Background: an optimization exercise with open tools, aiming at small area. Do not read the settings as production practice. In this exercise RTL edits were held to simulation tests only and were not proved equivalent to the original. Power is estimated from default activity; no workload was simulated.

==> design.v <==
module gfig_rx (
    input  wire         clk,
    input  wire         rst,         
    input  wire         in_valid,
    input  wire [7:0]   in_data,
    input  wire         in_last,
    output wire         in_ready,
    output reg          rep_valid,
    output wire [2:0]   rep_code,
    output wire [279:0] rep_data
);
    localparam integer N = 35;               
    localparam [7:0] M0 = 8'hB2;
    localparam [7:0] M1 = 8'hA1;
    localparam [15:0] CRC_MAGIC = 16'hC0AB;  
    localparam [3:0] S_IDLE  = 4'd0;         
    localparam [3:0] S_LOOP  = 4'd1;         
    localparam [3:0] S_SCAN  = 4'd2;         
    localparam [3:0] S_MG    = 4'd3;         
    localparam [3:0] S_HDRV  = 4'd4;
    localparam [3:0] S_HDRT  = 4'd5;
    localparam [3:0] S_USTL  = 4'd6;         
    localparam [3:0] S_ABS   = 4'd7;         
    localparam [3:0] S_FDONE = 4'd8;         
    localparam [3:0] S_RWAIT = 4'd9;
    localparam [3:0] S_CLEAR = 4'd10;
    localparam [3:0] S_CHK   = 4'd11;
    localparam [3:0] S_RCNT  = 4'd12;
    reg [8*N-1:0] rr;        
    reg [8*N-1:0] pr;        
    reg [5:0] ph;
    wire [5:0] ph_n = {ph[4:3], ~(ph[5] ^ ph[4]), ph[1:0], ~(ph[2] | ph[1])};
    reg [3:0]  st;
    reg [5:0]  hd;           
    reg [5:0]  tl;           
    reg [5:0]  ln;           
    reg [5:0]  k;            
    reg [3:0]  inv;
    reg [15:0] crc;
    reg        ok;           
    reg        ce;           
    reg        nz;           
    reg        mg;           
    reg        ux;           
    reg        pb;           
    reg [1:0]  tp;           
    function [15:0] crc_byte;
        input [15:0] c;
        input [7:0]  b;
        integer j;
        reg [15:0] r;
        begin
            r = c ^ {b, 8'h00};
            for (j = 0; j < 8; j = j + 1)
                r = r[15] ? ((r << 1) ^ 16'h1021) : (r << 1);
            crc_byte = r;
        end
    endfunction
    wire       empty = (ln == 6'd0);
    wire acc = (st == S_IDLE) ||
               !ce ||
               (st == S_ABS && empty);
    assign in_ready = acc && (ph == tl) && (ln != N);
    wire take = in_valid && in_ready;
    wire [7:0] x = rr[8*N-1 -: 8];
    wire       rd = (ph == hd) && !empty;
    wire [15:0] crc_nx = crc_byte(crc, x);
    reg [5:0] n2, n1, lastf, kst;
    always @* begin
        case (tp)
            2'd1:    begin n2 = 6'd14; n1 = 6'd15; lastf = 6'd12; end
            2'd2:    begin n2 = 6'd62; n1 = 6'd63; lastf = 6'd38; end
            default: begin n2 = 6'd12; n1 = 6'd13; lastf = 6'd11; end
        endcase
        case (tp)
            2'd1:    kst = 6'd42;
            2'd2:    kst = 6'd55;
            default: kst = 6'd40;
        endcase
    end
    wire rd_scan = (st == S_SCAN) && rd;
    wire rd_abs  = (st == S_ABS) && rd;
    wire rd_hdr  = ((st == S_HDRV) && (ph == hd)) || (st == S_HDRT);
    wire consume = rd_scan || rd_abs || rd_hdr;
    wire pwr = rd_abs && (k >= 6'd4) && (k <= lastf);
    wire [7:0] rr_in = take ? in_data : rr[8*N-1 -: 8];
    wire [7:0] pr_in = pwr ? x : (st == S_CLEAR) ? 8'h00 : pr[8*N-1 -: 8];
    assign rep_code = (st == S_CLEAR) ? {1'b0, tp} :
                      (st == S_CHK)   ? {2'b10, !ok} : 3'd6;
    genvar g;
    generate
        for (g = 0; g < N; g = g + 1) begin : g_rep
            assign rep_data[8*g +: 8] = pr[8*(N-1-g) +: 8];
        end
    endgenerate
    always @(posedge clk) begin
        rr <= {rr[8*N-9:0], rr_in};
        pr <= {pr[8*N-9:0], pr_in};
    end
    always @(posedge clk) begin
        if (rst) begin
            st        <= S_CLEAR;
            tp        <= 2'd0;
            ok        <= 1'b1;
            ph        <= 6'd0;
            k         <= 6'd29;
            hd        <= 6'd0;
            tl        <= 6'd0;
            ln        <= 6'd0;
            inv       <= 4'd0;
            ce        <= 1'b1;
            nz        <= 1'b0;
            mg        <= 1'b0;
            ux        <= 1'b0;
            pb        <= 1'b0;
            rep_valid <= 1'b0;
        end else begin
            ph        <= ph_n;
            rep_valid <= 1'b0;
            if (take)
                ce <= in_last;
            if (consume)
                hd <= ph_n;
            if (take)
                tl <= ph_n;
            if (take)
                ln <= ln + 6'd1;
            else if (consume)
                ln <= ln - 6'd1;
            case (st)
                S_IDLE: begin
                    if (take)
                        st <= S_LOOP;
                end
                S_LOOP: begin
                    if (nz || ln >= 6'd8 || (ux && ln >= 6'd5) || (mg && ln >= 6'd6)) begin
                        ux <= 1'b0;
                        if (mg) begin
                            st <= S_MG;
                        end else begin
                            if (!nz && !ux)
                                pb <= 1'b0;
                            st <= S_SCAN;
                        end
                    end else if (ce) begin
                        st <= S_IDLE;
                    end
                end
                S_SCAN: begin
                    if (rd) begin
                        pb <= (x == M0);
                        if (pb && x == M1) begin
                            nz  <= 1'b0;
                            mg  <= 1'b1;
                            crc <= CRC_MAGIC;
                            st  <= S_MG;
                        end
                    end else if (empty && ce) begin
                        nz <= 1'b1;
                        st <= S_IDLE;
                    end
                end
                S_MG: begin
                    if (ln >= 6'd2)
                        st <= S_HDRV;
                    else if (ce)
                        st <= S_IDLE;
                end
                S_HDRV: begin
                    if (ph == hd) begin
                        ok  <= (x == 8'h01);
                        pb  <= (x == M0);        
                        crc <= crc_nx;
                        st  <= S_HDRT;
                    end
                end
                S_HDRT: begin
                    if (x == 8'h01 || x == 8'h02 || x == 8'h03) begin
                        crc <= crc_nx;
                        mg <= 1'b0;
                        tp <= x[1:0];
                        k  <= 6'd4;
                        st <= S_ABS;
                    end else begin
                        ok  <= 1'b1;
                        mg  <= pb && (x == M1);
                        crc <= CRC_MAGIC;
                        pb  <= (x == M0);
                        ux <= 1'b1;
                        st <= S_USTL;
                    end
                end
                S_USTL: begin
                    if (ce) begin
                        inv       <= inv + 4'd1;
                        rep_valid <= 1'b1;
                        st        <= S_CHK;
                    end
                end
                S_ABS: begin
                    if (rd) begin
                        k <= k + 6'd1;
                        if (k < n2)
                            crc <= crc_nx;
                        else
                            ok <= ok && (x == ((k == n2) ? crc[7:0] : crc[15:8]));
                        if (k == n1)
                            st <= S_FDONE;
                    end
                end
                S_FDONE: begin
                    if (ce)
                        st <= S_RWAIT;
                end
                S_RWAIT: begin
                    if (ph == hd) begin
                        k  <= kst;
                        st <= S_RCNT;
                    end
                end
                S_RCNT: begin
                    k <= k + 6'd1;
                    if (k == 6'd63) begin
                        k <= 6'd29;
                        if (ok) begin
                            inv       <= 4'd0;
                            rep_valid <= 1'b1;
                        end else begin
                            inv <= inv + 4'd1;
                        end
                        st <= S_CLEAR;
                    end
                end
                S_CLEAR: begin
                    k <= k + 6'd1;
                    if (k == 6'd63) begin
                        if (tp == 2'd0) begin
                            st <= S_IDLE;
                        end else if (!ok) begin
                            rep_valid <= 1'b1;
                            st        <= S_CHK;
                        end else begin
                            st <= S_LOOP;
                        end
                    end
                end
                S_CHK: begin
                    if (inv > 4'd10) begin
                        inv       <= 4'd0;
                        hd        <= tl;
                        ln        <= 6'd0;
                        nz        <= 1'b0;
                        ux        <= 1'b0;
                        mg        <= 1'b0;
                        rep_valid <= 1'b1;
                        st        <= S_IDLE;
                    end else begin
                        st <= S_LOOP;
                    end
                end
                default: st <= S_IDLE;
            endcase
        end
    end
endmodule
==> flow/run.sh <==
#!/bin/bash
# Standard ORFS layout with single-drive port buffers and a leaner clock tree.
set -euo pipefail
export BUFFER_PORTS_ARGS="-buffer_cell sky130_fd_sc_hd__buf_1"
export CTS_ARGS="-sink_clustering_enable -repair_clock_nets -dont_use_dummy_load -buf_list {sky130_fd_sc_hd__clkbuf_4} -sink_clustering_size 11 -sink_clustering_max_diameter 40"
bash standard.sh > run_standard.log 2>&1
==> standard.sh <==
#!/bin/bash
# synth_recipe.tcl (not shown) runs the flow's synth.tcl, then flattens the netlist and writes it again
# the make line also repeats each setting of config.mk as NAME=value (left out here)
make -C /OpenROAD-flow-scripts/flow DESIGN_CONFIG=/design/flow/config.mk WORK_HOME=/design/flow/orfs CLKGATE_MAP_FILE= SYNTH_SCRIPT=/design/flow/synth_recipe.tcl "${@:-finish}"
==> config.mk <==
export PLATFORM = sky130hd
export DESIGN_NAME = gfig_rx
export DESIGN_NICKNAME = gfig_rx
export VERILOG_FILES = /design/flow/design.v
export SDC_FILE = /design/flow/constraint.sdc
export NUM_CORES = 4
export LEC_CHECK = 0
export ABC_AREA = 1
export CAP_MARGIN = 20
export CORE_MARGIN = 2
export CORE_UTILIZATION = 70
export SLEW_MARGIN = 20
==> constraint.sdc <==
create_clock -name core_clock -period 14.0 [get_ports {clk}]
set_input_delay 2.8000 -clock core_clock [delete_from_list [all_inputs] [get_ports {clk}]]
set_output_delay 2.8000 -clock core_clock [all_outputs]
set_load 0.01 [all_outputs]
==> metrics.csv, run 1 <==
stage,metric,value,unit
setup_path,crit path kind,reg -> out,
outcome,status,timing/DRC/antenna clean,
timing,Fin Hold WS,0.270,ns
die,die height,154,microns
timing,min setup slack post-route,9.06,ns
logic_synthesis,library cells used by synthesis,45,
setup_path,endpoint arrival time on the critical path,2.14,ns
logic_synthesis,number of synthesized register bits,623,
min_path,Worst Hold End,rr[37],
timing,final worst path period share,35.3,%
power_and_ir_drop,Leak Pwr,7.18,nW
logic_synthesis,"Warnings, synthesis",1,
finish,register area,12600,sq um
logic_synthesis,sequential share of the synthesized area,80.5,%
clocking,CTS tree,done,
finish,fin nets,1597,
setup_path,crit-path cells,nand2_2 -> inv_1 -> nand2_1 -> o22ai_1 -> buf_1,
grt,Overall Global Routing Usage,24.4,%
setup_path,Worst path slowest cell,dfxtp_1,
placement,gpl congestion,0.905,
power_and_ir_drop,Final Power,2.85,mW
logic_synthesis,Syn Area/Cell,13.0,sq um
logic_synthesis,cell count after synthesis,1211,
logic_synthesis,ys async rst share,0,%
setup_path,Required @ worst endpoint,11.20,ns
setup_path,CP endpoint kind,output pin,
logic_synthesis,Most used DFF post-synth,dfxtp_1,
detailed_routing,DR DRC count,0,
die,row count,54,
die,chip width,154,microns
min_path,Worst Hold Class,reg -> reg,
setup_path,Reg2Reg Setup Slack,11.32,ns
setup_path,R2R depth,8,
clocking,Skew-Pair Late Insertion Delay,0.69,ns
min_path,worst hold path startpoint,rr[29],
grt,vias in the first global route,9324,
die,Initial Util,71.7,%
min_path,hold path depth,0,
clocking,total CTS buffers,69,
setup_path,critical path's top delay family,flip-flops,
placement,DP Wirelength,20000,microns
clocking,Post-CTS Setup Bufs,0,
power_and_ir_drop,Power Dens Cells,162,nW/um^2
die,die area,23600,sq um
run,Max-cap violations,0,
finish,Area growth syn-to-layout,12.3,%
grt,largest net degree at the start of global routing,28,
power_and_ir_drop,maximum vdd drop,0.134,mV
detailed_routing,vias per cell,5.02,
grt,initial antenna violation count,1,
timing,fin crit period,4.94,ns
setup_path,crit-path max cell delay,0.51,ns
detailed_routing,1st-iter DRT viols,539,
timing,final setup fails,0,
setup_path,r2r endpoint,pr[2],
clocking,post-CTS sizing,0,
detailed_routing,Post-DRT Antenna Nets,0,
clocking,CTS Hold Bufs,0,
clocking,Clock Tree Root,clkbuf_4,
detailed_routing,total number of vias,9261,
placement,# port buffers,296,
logic_synthesis,Mapped Area,15700,sq um
timing,Max Clock Freq,202,MHz
setup_path,Critical Path Source Type,flop,
detailed_routing,per-cell routed wire length,15.7,microns
finish,fill count,1316,
setup_path,crit path buf inv count,2,
logic_synthesis,"EDFF count, synth",16,
clocking,# H-tree levels,3,
timing,setup_tns,0,ns
die,core area,21900,sq um
detailed_routing,total routed wirelength,28900,microns
finish,area of the multi-input gates,2670,sq um
timing,RSZ-0062 raised after global routing,no,
finish,layout cells sized above 1,6.39,%
setup_path,crit path max fanout,12,
detailed_routing,DR pass1 iterations,5,
logic_synthesis,syn nets,1241,
setup_path,reg2reg start,tp[0],
timing,max-slew violations,0,
die,I/O pin total,297,
grt,first-pass GRT wire length,46400,microns
placement,setup slack after placement,9.38,ns
timing,final hold vios,0,
clocking,Max clock buf depth,3,
grt,GR Overflow Total,0,
clocking,clock-pin slew on the worst setup and hold paths,0.10,ns
timing,Worst Skew,0.0958,ns
clocking,clk sinks,623,
timing,Slew @ Worst Pin,0.640,ns
timing,Max-slew headroom,57.2,%
[worst max-delay path by stage]
stage,from,endpoint,depth (start not counted)
3_5_place_dp,rst,crc[3],6
5_1_grt,st[1],rep_code[0],5
6_report,st[1],rep_code[0],5
2_1_floorplan,rst,crc[0],5
4_1_cts,st[1],rep_code[0],5
3_3_place_gp,rst,crc[15],6
[layout by cell type, fill, tap and decap left out, types with 2 or more instances in the layout]
cell type and n:
edfxtp_1 16, nand2_1 137, nor2_1 70, a31oi_1 3
nor2_4 2, nor3_1 9, nand2_2 3, nand4_1 15
a21oi_1 40, o21ai_1 10, o31ai_1 2, buf_4 2
clkbuf_4 69, o22ai_1 5, ha_1 18, o21ai_0 49
nor2_2 5, dfxtp_1 607, o21ai_2 2, buf_1 296
o21bai_1 2, xnor2_1 20, xor2_1 27, nand3_1 39
o211ai_1 7, nor4_1 4, inv_2 7, nand3_2 3
inv_1 80, or2_2 2
[through the flow]
stage               instance area, sq um  instances  util, %
floorplan                          15700       1211        -
global placement                   17100       1776     78.1
detailed placement                 17100       1776     78.1
CTS                                17600       1845     80.5
global route                       17600       1846     80.5
finish                             17600       1846     80.5
[worst register-to-register path, stage by stage, from the launching register on]
cell and delay, ns:
dfxtp_1 0.34, inv_1 0.14, ha_1 0.29, inv_1 0.10
ha_1 0.34, nand4_1 0.13, o31ai_1 0.30, nand4_2 0.43
o21ai_0 0.51
[flip-flops by register name, summed over array words and instances (netlist names)]
name,flops
ok,1
tl,6
rep_valid,1
st,4
ce,1
ux,1
k,6
hd,6
nz,1
pr,280
tp,2
ln,6
ph,6
rr,280
mg,1
pb,1
crc,16
inv,4
[power by group]
part	switching, mW	internal (mW)	leakage, nW
registers	0.0389	1.85	5.03
clock network	0.485	0.229	0.317
logic	0.169	0.0840	1.83
total	0.693	2.16	7.18
[cells by family after synthesis]
logic type,share of synthesized area [%]
flip-flops,80.5
AO/OA/AOI/OAI,4.27
buffers and inverters,2.54
XOR/XNOR,2.62
adder cells (fa/ha/maj),1.44
AND/OR/NAND/NOR,8.63
[cell usage after synthesis (7+ instances only)]
cell type | n | share of area (%)
xor2_1 | 27 | 1.5
inv_2 | 7 | 0.17
a21oi_1 | 40 | 1.3
o211ai_1 | 7 | 0.33
ha_1 | 18 | 1.4
xnor2_1 | 20 | 1.1
nand4_1 | 15 | 0.60
nand2_1 | 137 | 3.3
buf_2 | 7 | 0.22
inv_1 | 80 | 1.9
nor3_1 | 9 | 0.29
dfxtp_1 | 607 | 77
nor2_1 | 70 | 1.7
o21ai_0 | 49 | 1.6
edfxtp_1 | 16 | 3.1
nand3_1 | 39 | 1.2
o21ai_1 | 10 | 0.32
[final cells by class]
cell class | count | area share, %
antenna | 1 | 0.0142
clock buffer | 69 | 2.94
inverter | 88 | 1.87
multi-input combinational | 487 | 15.1
tap | 280 | 1.99
sequential | 623 | 71.7
timing repair buffer | 298 | 6.39
[routing by layer]
layer  share of wire [%]  GRT usage [%]
met1                  43           30.4
met2                  48           41.7
met3                 7.0           6.14
met4                 1.9           8.56
met5                   0              0
==> run 2: changes to the inputs <==
==> flow/run.sh (replaced) <==
#!/bin/bash
# Standard ORFS layout with single-drive port buffers and a leaner clock tree.
set -euo pipefail
export BUFFER_PORTS_ARGS="-buffer_cell sky130_fd_sc_hd__buf_1"
export CTS_ARGS="-sink_clustering_enable -repair_clock_nets -dont_use_dummy_load -buf_list {sky130_fd_sc_hd__clkbuf_8} -sink_clustering_size 20 -sink_clustering_max_diameter 50"
bash standard.sh > run_standard.log 2>&1
==> metrics.csv, run 2 <==
stage,metric,value,unit,change
logic_synthesis,Syn Area/Cell,13.0,sq um,unchanged
min_path,worst hold path startpoint,rr[265],,was rr[29]
logic_synthesis,syn nets,1241,,unchanged
grt,first-pass GRT wire length,44800,microns,"was 46,400 microns"
finish,"most common cell after layout, fill and taps aside",dfxtp_1,,unchanged
finish,highest-count cells in the layout ignoring fill and taps,"607 x dfxtp_1, 296 x buf_1, 137 x nand2_1",,unchanged
detailed_routing,Post-DRT Antenna Nets,0,,unchanged
setup_path,worst setup path endpoint,rep_code[0],,unchanged
logic_synthesis,library cells used by synthesis,45,,unchanged
clocking,Post-CTS Setup Bufs,0,,unchanged
detailed_routing,DR DRC count,0,,unchanged
logic_synthesis,Mapped Area,15700,sq um,unchanged
grt,Overall Global Routing Usage,23.4,%,was 24.4%
timing,final setup fails,0,,unchanged
setup_path,CP endpoint kind,output pin,,unchanged
setup_path,crit path max fanout,12,,unchanged
setup_path,reg2reg start,tp[0],,unchanged
placement,DP Wirelength,20000,microns,unchanged
die,Initial Util,71.7,%,unchanged
setup_path,endpoint arrival time on the critical path,2.10,ns,was 2.14 ns
timing,Max Clock Freq,204,MHz,was 202 MHz
logic_synthesis,largest cells by area after synthesis,"dfxtp_1 77%, nand2_1 3.3%, edfxtp_1 3.1%, inv_1 1.9%, nor2_1 1.7%",,unchanged
finish,fin nets,1569,,"was 1,597"
clocking,total CTS buffers,41,,was 69
power_and_ir_drop,Power Dens Cells,163,nW/um^2,was 162 nW/um^2
logic_synthesis,"EDFF count, synth",16,,unchanged
outcome,status,timing/DRC/antenna clean,,unchanged
clocking,CTS tree,done,,unchanged
die,die height,154,microns,unchanged
die,die area,23600,sq um,unchanged
detailed_routing,total number of vias,9078,,"was 9,261"
logic_synthesis,post-synth top area share,77.4,%,unchanged
setup_path,r2r endpoint,pr[2],,unchanged
timing,Worst Skew,0.0866,ns,was 0.0958 ns
logic_synthesis,"Warnings, synthesis",1,,unchanged
die,core area,21900,sq um,unchanged
timing,Max-slew headroom,57.7,%,was 57.2%
logic_synthesis,"top cells by count, synth","607 x dfxtp_1, 137 x nand2_1, 80 x inv_1, 70 x nor2_1, 49 x o21ai_0",,unchanged
logic_synthesis,ys async rst share,0,%,unchanged
timing,Fin Hold WS,0.297,ns,was 0.270 ns
finish,top flop regs,"pr (280), rr (280), crc (16)",,unchanged
setup_path,crit path kind,reg -> out,,unchanged
setup_path,Critical Path Source Type,flop,,unchanged
logic_synthesis,Most used DFF post-synth,dfxtp_1,,unchanged
clocking,Max clock buf depth,3,,unchanged
clocking,clock-pin slew on the worst setup and hold paths,0.09,ns,was 0.10 ns
die,row count,54,,unchanged
timing,final hold vios,0,,unchanged
logic_synthesis,cell taking the most area after synthesis,dfxtp_1,,unchanged
clocking,Skew-Pair Late Insertion Delay,0.57,ns,was 0.69 ns
detailed_routing,DR pass1 iterations,5,,unchanged
min_path,Worst Hold Class,reg -> reg,,unchanged
detailed_routing,1st-iter DRT viols,516,,was 539
logic_synthesis,cell count after synthesis,1211,,unchanged
power_and_ir_drop,Leak Pwr,7.16,nW,was 7.18 nW
run,Max-cap violations,0,,unchanged
clocking,# H-tree levels,2,,was 3
placement,# port buffers,296,,unchanged
die,chip width,154,microns,unchanged
clocking,CTS Hold Bufs,0,,unchanged
clocking,clk sinks,623,,unchanged
finish,ANT cells,0,,was 1
detailed_routing,total routed wirelength,27900,microns,"was 28,900 microns"
die,I/O pin total,297,,unchanged
setup_path,Reg2Reg Setup Slack,11.39,ns,was 11.32 ns
finish,layout cells sized above 1,4.68,%,was 6.39%
detailed_routing,vias per cell,5.00,,was 5.02
finish,Area growth syn-to-layout,12.6,%,was 12.3%
timing,RSZ-0062 raised after global routing,no,,unchanged
setup_path,worst setup path start,st[1],,unchanged
detailed_routing,per-cell routed wire length,15.4,microns,was 15.7 microns
clocking,post-CTS sizing,0,,unchanged
logic_synthesis,number of synthesized register bits,623,,unchanged
placement,gpl congestion,0.905,,unchanged
logic_synthesis,sequential share of the synthesized area,80.5,%,unchanged
setup_path,Required @ worst endpoint,11.20,ns,about the same
grt,vias in the first global route,8959,,"was 9,324"
grt,largest net degree at the start of global routing,28,,unchanged
power_and_ir_drop,maximum vdd drop,0.140,mV,was 0.134 mV
timing,fin crit period,4.90,ns,was 4.94 ns
timing,final worst path period share,35.0,%,was 35.3%
timing,max-slew violations,0,,unchanged
grt,GR Overflow Total,0,,unchanged
timing,Slew @ Worst Pin,0.633,ns,was 0.640 ns
grt,initial antenna violation count,0,,was 1
clocking,Clock Tree Root,clkbuf_8,,was clkbuf_4
setup_path,R2R depth,8,,unchanged
logic_synthesis,"count leader, synth",dfxtp_1,,unchanged
timing,setup_tns,0,ns,unchanged
[run 2: worst max-delay path, cell delays in order (launching register included)]
cell and delay [ns]:
dfxtp_1 0.52, nand2_2 0.14, inv_1 0.07, nand2_1 0.35, o22ai_1 0.31, buf_1 0.18
[run 2: worst min path at each step]
| stage | to | slack (ns) | depth (start not counted) |
|---|---|---|---|
| 6_report | rr[273] | 0.30 | 0 |
| 4_1_cts | rr[213] | 0.29 | 0 |
| 3_5_place_dp | rr[90] | 0.31 | 0 |
| 2_1_floorplan | rr[100] | 0.31 | 0 |
| 3_3_place_gp | rr[21] | 0.31 | 0 |
| 5_1_grt | rr[213] | 0.30 | 0 |
[run 2: logic make-up (layout without fill, tap and decap cells)]
logic type | Yosys count | after routing | share of synthesized area [%]
simple gates | 299 | 299 | 8.63
buf+inv | 101 | 427 | 2.54
compound gates | 123 | 123 | 4.27
xor+xnor | 47 | 47 | 2.62
fa+ha+maj | 18 | 18 | 1.44
flops | 623 | 623 | 80.5
[run 2: final cells by class]
type / instances / area (sq um)
sequential: 623 / 12600
inverter: 88 / 330
multi-input combinational: 487 / 2670
fill: 1295 / 4220
tap: 280 / 350
timing repair buffer: 298 / 1130
clock buffer: 41 / 564
[run 2: metrics by stage]
| step | cell area [sq um] | std cells | worst slack (ns) | util (%) | total power, mW |
|---|---|---|---|---|---|
| detailed placement | 17100 | 1776 | 9.38 | 78.1 | 2.17 |
| finish | 17700 | 1817 | 9.10 | 80.7 | 2.88 |
| floorplan | 15700 | 1211 | 8.58 | - | 2.11 |
| CTS | 17700 | 1817 | 9.11 | 80.7 | 2.89 |
| global route | 17700 | 1817 | 9.01 | 80.7 | 2.99 |
| global placement | 17100 | 1776 | 9.38 | 78.1 | 2.17 |
[run 2: power breakdown]
part	internal (mW)	switching, mW
Combinational	0.0839	0.168
Clock	0.265	0.472
Sequential	1.85	0.0388
Total	2.20	0.680
[run 2: layer usage]
layer / part of all wire [%] / vias to the layer above / GRT usage [%]
met3: 7.3 / 41 / 5.69
met1: 44 / 4211 / 30.3
met2: 47 / 344 / 39.3
met5: 0 / - / 0
met4: 2.0 / 0 / 7.12
li1: - / 4482 / -
==> run 3: changes to the inputs <==
==> flow/run.sh (replaced) <==
#!/bin/bash
# Standard ORFS layout with single-drive port buffers and a leaner clock tree.
set -euo pipefail
export BUFFER_PORTS_ARGS="-buffer_cell sky130_fd_sc_hd__buf_1"
export CTS_ARGS="-sink_clustering_enable -repair_clock_nets -dont_use_dummy_load -buf_list {sky130_fd_sc_hd__clkbuf_4} -sink_clustering_size 10 -sink_clustering_max_diameter 40"
bash standard.sh > run_standard.log 2>&1
==> metrics.csv, run 3 <==
stage,metric,value,unit,change
outcome,status,timing/DRC/antenna clean,,unchanged
logic_synthesis,xor/xnor cell area share of the yosys netlist,2.62,%,unchanged
min_path,Worst Hold Class,reg -> reg,,unchanged
power_and_ir_drop,Logic pwr share,8.8,%,about the same
setup_path,endpoint arrival time on the critical path,2.21,ns,was 2.10 ns
timing,fin crit period,5.01,ns,was 4.90 ns
logic_synthesis,largest cells by area after synthesis,"dfxtp_1 77%, nand2_1 3.3%, edfxtp_1 3.1%, inv_1 1.9%, nor2_1 1.7%",,unchanged
power_and_ir_drop,maximum vdd drop,0.106,mV,was 0.140 mV
setup_path,crit path kind,reg -> out,,unchanged
setup_path,crit path max fanout,12,,unchanged
finish,"most common cell after layout, fill and taps aside",dfxtp_1,,unchanged
detailed_routing,total number of vias,9246,,"was 9,078"
setup_path,R2R depth,8,,unchanged
finish,Finished Cell Area,17700,sq um,about the same
finish,layout cells sized above 1,6.63,%,was 4.68%
setup_path,Critical Path Source Type,flop,,unchanged
die,Initial Util,71.7,%,unchanged
clocking,CTS tree,done,,unchanged
die,row count,54,,unchanged
finish,utilization after layout,80.7,%,about the same
finish,fin nets,1601,,"was 1,569"
die,die area,23600,sq um,unchanged
logic_synthesis,simple-gate share of the synthesized area,8.63,%,unchanged
detailed_routing,total routed wirelength,28400,microns,"was 27,900 microns"
logic_synthesis,Mapped Area,15700,sq um,unchanged
logic_synthesis,multiplexer area fraction after synthesis,0,%,unchanged
logic_synthesis,library cells used by synthesis,45,,unchanged
timing,final setup fails,0,,unchanged
clocking,CTS Hold Bufs,0,,unchanged
clocking,total CTS buffers,73,,was 41
logic_synthesis,"EDFF count, synth",16,,unchanged
timing,Slew @ Worst Pin,0.630,ns,was 0.633 ns
min_path,hold path depth,0,,unchanged
detailed_routing,DR DRC count,0,,unchanged
logic_synthesis,Compound-Gate Fraction of Synth Area,4.27,%,unchanged
detailed_routing,vias per cell,5.00,,about the same
finish,fin cells,1850,,"was 1,817"
placement,setup slack after placement,9.38,ns,unchanged
clocking,Skew-Pair Late Insertion Delay,0.70,ns,was 0.57 ns
logic_synthesis,"Warnings, synthesis",1,,unchanged
detailed_routing,DR pass1 iterations,5,,unchanged
placement,gpl congestion,0.905,,unchanged
placement,# port buffers,296,,unchanged
power_and_ir_drop,cell internal pwr,2.17,mW,was 2.20 mW
power_and_ir_drop,sequential share of power,65.7,%,was 65.6%
power_and_ir_drop,switching share of total power,24.3,%,was 23.6%
clocking,clock-pin slew on the worst setup and hold paths,0.10,ns,was 0.09 ns
die,I/O pin total,297,,unchanged
placement,placed cell area,17100,sq um,unchanged
clocking,clk sinks,623,,unchanged
finish,Area growth syn-to-layout,12.5,%,was 12.6%
setup_path,Required @ worst endpoint,11.20,ns,about the same
logic_synthesis,"top cells by count, synth","607 x dfxtp_1, 137 x nand2_1, 80 x inv_1, 70 x nor2_1, 49 x o21ai_0",,unchanged
timing,max-slew violations,0,,unchanged
detailed_routing,1st-iter DRT viols,536,,was 516
logic_synthesis,Adder-Cell Fraction of Synth Area,1.44,%,unchanged
clocking,Clock Tree Root,clkbuf_4,,was clkbuf_8
logic_synthesis,post-synth top area share,77.4,%,unchanged
power_and_ir_drop,Power Dens Cells,163,nW/um^2,about the same
grt,vias in the first global route,9244,,"was 8,959"
logic_synthesis,number of synthesized register bits,623,,unchanged
clocking,Max clock buf depth,3,,unchanged
clocking,Post-CTS Setup Bufs,0,,unchanged
die,core area,21900,sq um,unchanged
timing,Max Clock Freq,199,MHz,was 204 MHz
setup_path,CP endpoint kind,output pin,,unchanged
detailed_routing,per-cell routed wire length,15.3,microns,was 15.4 microns
timing,final hold vios,0,,unchanged
logic_synthesis,largest family of logic cells by synthesized area,simple AND/OR/NAND/NOR gates,,unchanged
run,Max-cap violations,0,,unchanged
logic_synthesis,sequential share of the synthesized area,80.5,%,unchanged
grt,GR Overflow Total,0,,unchanged
die,chip width,154,microns,unchanged
logic_synthesis,cell count after synthesis,1211,,unchanged
grt,first-pass GRT wire length,45400,microns,"was 44,800 microns"
timing,RSZ-0062 raised after global routing,no,,unchanged
finish,highest-count cells in the layout ignoring fill and taps,"607 x dfxtp_1, 296 x buf_1, 137 x nand2_1",,unchanged
logic_synthesis,syn nets,1241,,unchanged
timing,Max-slew headroom,57.9,%,was 57.7%
logic_synthesis,Most used DFF post-synth,dfxtp_1,,unchanged
logic_synthesis,"count leader, synth",dfxtp_1,,unchanged
clocking,post-CTS sizing,0,,unchanged
grt,largest net degree at the start of global routing,28,,unchanged
detailed_routing,Post-DRT Antenna Nets,0,,unchanged
timing,setup_tns,0,ns,unchanged
power_and_ir_drop,clock share of power,25.5,%,was 25.6%
logic_synthesis,Syn Area/Cell,13.0,sq um,unchanged
clocking,# H-tree levels,3,,was 2
timing,Worst Skew,0.0895,ns,was 0.0866 ns
grt,Overall Global Routing Usage,23.8,%,was 23.4%
timing,min setup slack post-route,8.99,ns,was 9.10 ns
placement,DP Wirelength,20000,microns,unchanged
power_and_ir_drop,Sw Pwr,697,uW,was 680 uW
placement,cell count after placement,1776,,unchanged
grt,initial antenna violation count,1,,was 0
power_and_ir_drop,Leak Pwr,7.20,nW,was 7.16 nW
finish,top flop regs,"pr (280), rr (280), crc (16)",,unchanged
timing,final worst path period share,35.8,%,was 35.0%
logic_synthesis,cell taking the most area after synthesis,dfxtp_1,,unchanged
die,die height,154,microns,unchanged
logic_synthesis,ys async rst share,0,%,unchanged
-- run 3: cell counts after synthesis --
No cell type changed its count.
-- run 3: worst paths after layout --
kind	slack (ns)	startpoint	end
hold reg to reg	0.29	rr[171]	rr[179]
hold / removal	0.29	rr[171]	rr[179]
setup / recovery	8.99	st[1]	rep_code[0]
setup reg to reg	11.28	tp[0]	pr[3]
-- run 3: routing by layer --
layer  track usage (%)  vias up  part of all wire [%]
met5                 0        -                     0
met4              9.04        0                   2.4
met3              6.29       64                   7.3
met2              39.5      343                    47
met1              30.2     4260                    43
li1                  -     4579                     -
-- run 3: area by class of cell --
class	count	area [sq um]
clock buffers	73	548
inverters	88	330
well taps	280	350
flip-flops and latches	623	12600
repair buffers	298	1130
multi-input cells	487	2670
fillers	1299	4240
diodes	1	2.50
-- run 3: critical path: stages (launching register included) --
cell and delay, ns:
dfxtp_1 0.52, nand2_2 0.14, inv_1 0.08, nand2_1 0.35, o22ai_1 0.30, buf_1 0.18
-- run 3: logic make-up (layout without fill, tap and decap cells) --
family	count (synthesis)	after routing
AOI/OAI and AO/OA	123	123
xor gates and xnor gates	47	47
DFF	623	623
other	0	1
adders and majority gates	18	18
buffers and inverters	101	459
and+or+nand+nor	299	299
-- run 3: power groups by stage --
stage	combinational, mW	clock (mW)	sequential (mW)
6_report	0.252	0.731	1.89
3_3_place_gp	0.243	0	1.92
2_1_floorplan	0.197	0	1.91
4_1_cts	0.249	0.756	1.89
3_5_place_dp	0.247	0	1.93
5_1_grt	0.284	0.815	1.90
-- run 3: metrics by stage --
stage	power [mW]	hold WS [ns]
4_1_cts	2.89	0.272
2_1_floorplan	2.11	0.310
6_report	2.87	0.289
3_5_place_dp	2.17	0.312
5_1_grt	2.99	0.298
3_3_place_gp	2.17	0.310

==> what the ideal ports hide <==
In the flow no input, the clock included, has a driving cell. The finished layouts below were timed again as built, in two steps. Step 1: set_driving_cell puts a clkbuf_16 on clk and a buf_2 on each other input, an assumption about the parent block. Step 2, shift: input delay + t, output delay - t, t = (earliest + latest rising clock arrival at the registers) / 2. This alone moves slack from input paths to output paths. Slacks: ideal / step 1 / step 2; pairs: ideal / step 1.
run	t, ns	setup slack, ns	hold slack, ns	worst data-port slew with drivers (ns)	cell pins on the clock port's net
run 1	0.687	9.060 / 9.017 / 9.357	0.270 / 0.270 / 0.270	0.06	1
run 2	0.570	9.103 / 9.061 / 9.336	0.297 / 0.297 / 0.297	0.06	1
run 3	0.698	8.987 / 8.944 / 9.369	0.289 / 0.289 / 0.289	0.06	1
After both steps setup and hold are still met in every run listed.
